From an optimization exercise on the open Yosys and OpenROAD flow, aimed at small area, a short achievable clock period and few clock cycles per item; shortcuts taken in it are not production practice.
Function was checked by simulation only, so behaviour that the tests miss may differ from the original.
Power and IR drop assume default switching activity.

## run 1
Design chirp_radar_ranger, start of the top module:
module chirp_radar_ranger (
    input  wire        clk,
    input  wire        rst,
    input  wire        key_valid,
    input  wire [7:0]  key_char,
    input  wire        in_valid,
    output wire        in_ready,
    input  wire [15:0] mic,
    input  wire [31:0] now,
    output reg         out_valid,
    input  wire        out_ready,
    output wire [15:0] out_left,
    output reg         out_last,
    output reg         ev_valid,
    output reg         ev_kind,       
    output reg  [7:0]  ev_char,
    output wire [5:0]  ev_index,
    output reg  [13:0] ev_dist,       
    output wire [27:0] ev_amp
);
Size in the first run: roughly 2200 cells after synthesis, ~560 flip-flops, ~35000 um2 of cells after synthesis.
clock: 13.0 ns
lec_check: 0
cap_margin: 20
core_margin: 2
core_utilization: 40
cts_cluster_diameter: 90
cts_cluster_size: 30
slew_margin: 20
synth_hierarchical: 1
tns_end_percent: 40
standard.sh (not shown) runs the stock make flow with config.mk's settings and CLKGATE_MAP_FILE= SYNTH_SCRIPT=/design/flow/synth_recipe.tcl, a recipe that flattens the netlist after the stock synthesis.
==> flow/flow/run.sh <==
#!/bin/bash
# The standard layout (the standard.sh: the standard synthesis,
# floorplan, placement, CTS, routing) at the design's clock period and
# constraints, with two settings passed on to ORFS:
#  - SETUP_SLACK_MARGIN: the resizer's setup repair aims for this much
#    slack, so it works the paths down towards the period the design can
#    reach rather than stopping once the design's period is met;
#  - BUFFER_PORTS_ARGS: the cell used for the buffer every port gets.
# The make output goes to standard_make.log; ORFS's own logs are kept under
# orfs/logs.
set -euo pipefail
MARGIN=$(cat flow/margin.txt)
PORTBUF=$(cat flow/portbuf.txt)
bash standard.sh "SETUP_SLACK_MARGIN=$MARGIN" "BUFFER_PORTS_ARGS=-buffer_cell $PORTBUF" finish > standard_make.log 2>&1
==> flow/flow/margin.txt <==
9.1
==> flow/flow/portbuf.txt <==
sky130_fd_sc_hd__buf_1
No stage failed in run 1, and the final checks on the layout all came back clean.
Testbench counts of run 1, summed over its fixed seeds: cycles 32,776, items 32,768.
#### Input delta (run 2 over run 1)
- TNS_END_PERCENT: 40 -> unset
[summary]
The final layout from run 2, which completed every stage, passed the timing, DRC and antenna checks at the end of the flow.
Routed via count delta for run 2 relative to run 1: 111 lower
Net switching power: run 2 < run 1
NOTE: setup slack in run 2 exceeds that of run 1
Here is what was changed in the inputs of run 3 compared with run 2.
- CTS_CLUSTER_SIZE: 30 -> 36
- CTS_CLUSTER_DIAMETER: 90 -> 100
## What came out
In summary, run 3 completed successfully, with a layout that passed the timing, DRC and antenna checks.
Going from run 2 to run 3, cell count held steady, share of total power in sequential cells held steady, layout buffering overhead excluding clock cells grew by 0.19 points.
On total detailed-routing wirelength, run 3 and run 2 are neck and neck.
Compared with run 2, total power of the final layout in run 3 increased slightly.
Cmp run 3 and run 2 / switching power summed over all nets / lower: run 2
Global-route wire length before repair (higher): run 3
Switching part of the total for run 3: 0.55 points up relative to run 2

---

Another version of the RTL of chirp_radar_ranger (not shown whole).
Size: ~2500 cells after synthesis, about 140 I/O pins, roughly 37000 um2 of cells after synthesis.
clock: 13.0 ns
lec_check: 0
cap_margin: 20
core_margin: 2
core_utilization: 40
cts_cluster_diameter: 80
cts_cluster_size: 24
slew_margin: 20
synth_hierarchical: 1
==> flow/flow/portbuf.txt <==
sky130_fd_sc_hd__buf_2
Scripts as last shown in full above: flow/flow/run.sh, flow/flow/margin.txt
Testbench counts at the start, summed over its fixed seeds: cycles 32,776, items 32,768.
Then changed:
==> flow/flow/run.sh (replaced) <==
#!/bin/bash
# The standard layout (the standard.sh: standard synthesis, floorplan,
# placement, CTS, routing) at the design's clock period and constraints,
# with the resizer's setup repair asked to leave a margin of slack so that
# it works the paths down towards the period the design can reach.
set -euo pipefail
MARGIN=$(cat flow/margin.txt)
bash standard.sh SETUP_SLACK_MARGIN=$MARGIN finish > standard_make.log 2>&1
==> flow/flow/margin.txt (replaced) <==
9.3
Settings changed: CTS_CLUSTER_DIAMETER 80 to unset, CTS_CLUSTER_SIZE 24 to unset.
removed: flow/flow/portbuf.txt
Outcome: The new run completed without violations. Routed wire length climbs by 3.6%. Critical path depth climbs by 1. Synthesized cell count stays the same.

[afterwards: timing with drivers on the ports]
How much do the figures lean on ideal ports? The routed layouts below were timed once more, with nothing changed but the port constraints.
Step 1 assumes that a clkbuf_16 drives the clock port and a buf_2 every other input.
Step 2 moves the port delays by t, midway between the first and last clock arrival at a register: inputs arrive t later, outputs are due t later. That takes back most of the time a late clock gives input paths.
a / b / c = ideal ports / drivers / drivers and shift; a / b = the first two.
run	shift t [ns]	setup slack, ns	clock arrival spread, ns	worst slew at a driven data input, ns	cell pins on the clock port's net
run 1	0.696	9.073 / 9.008 / 8.506	0.049 / 0.048	0.04	1
run 2	0.693	9.097 / 9.033 / 8.700	0.035 / 0.036	0.04	1
run 3	0.687	9.123 / 9.054 / 8.693	0.062 / 0.062	0.04	1
the first run of note 2	0.655	9.129 / 9.065 / 8.643	0.042 / 0.043	0.08	1
the second run of note 2	0.689	9.106 / 9.034 / 8.754	0.035 / 0.036	0.08	1
After both steps setup and hold are still met in every run listed. The setup slack of run 1, which loses most, moves by -0.065 ns with the drivers and by -0.567 ns with both steps.
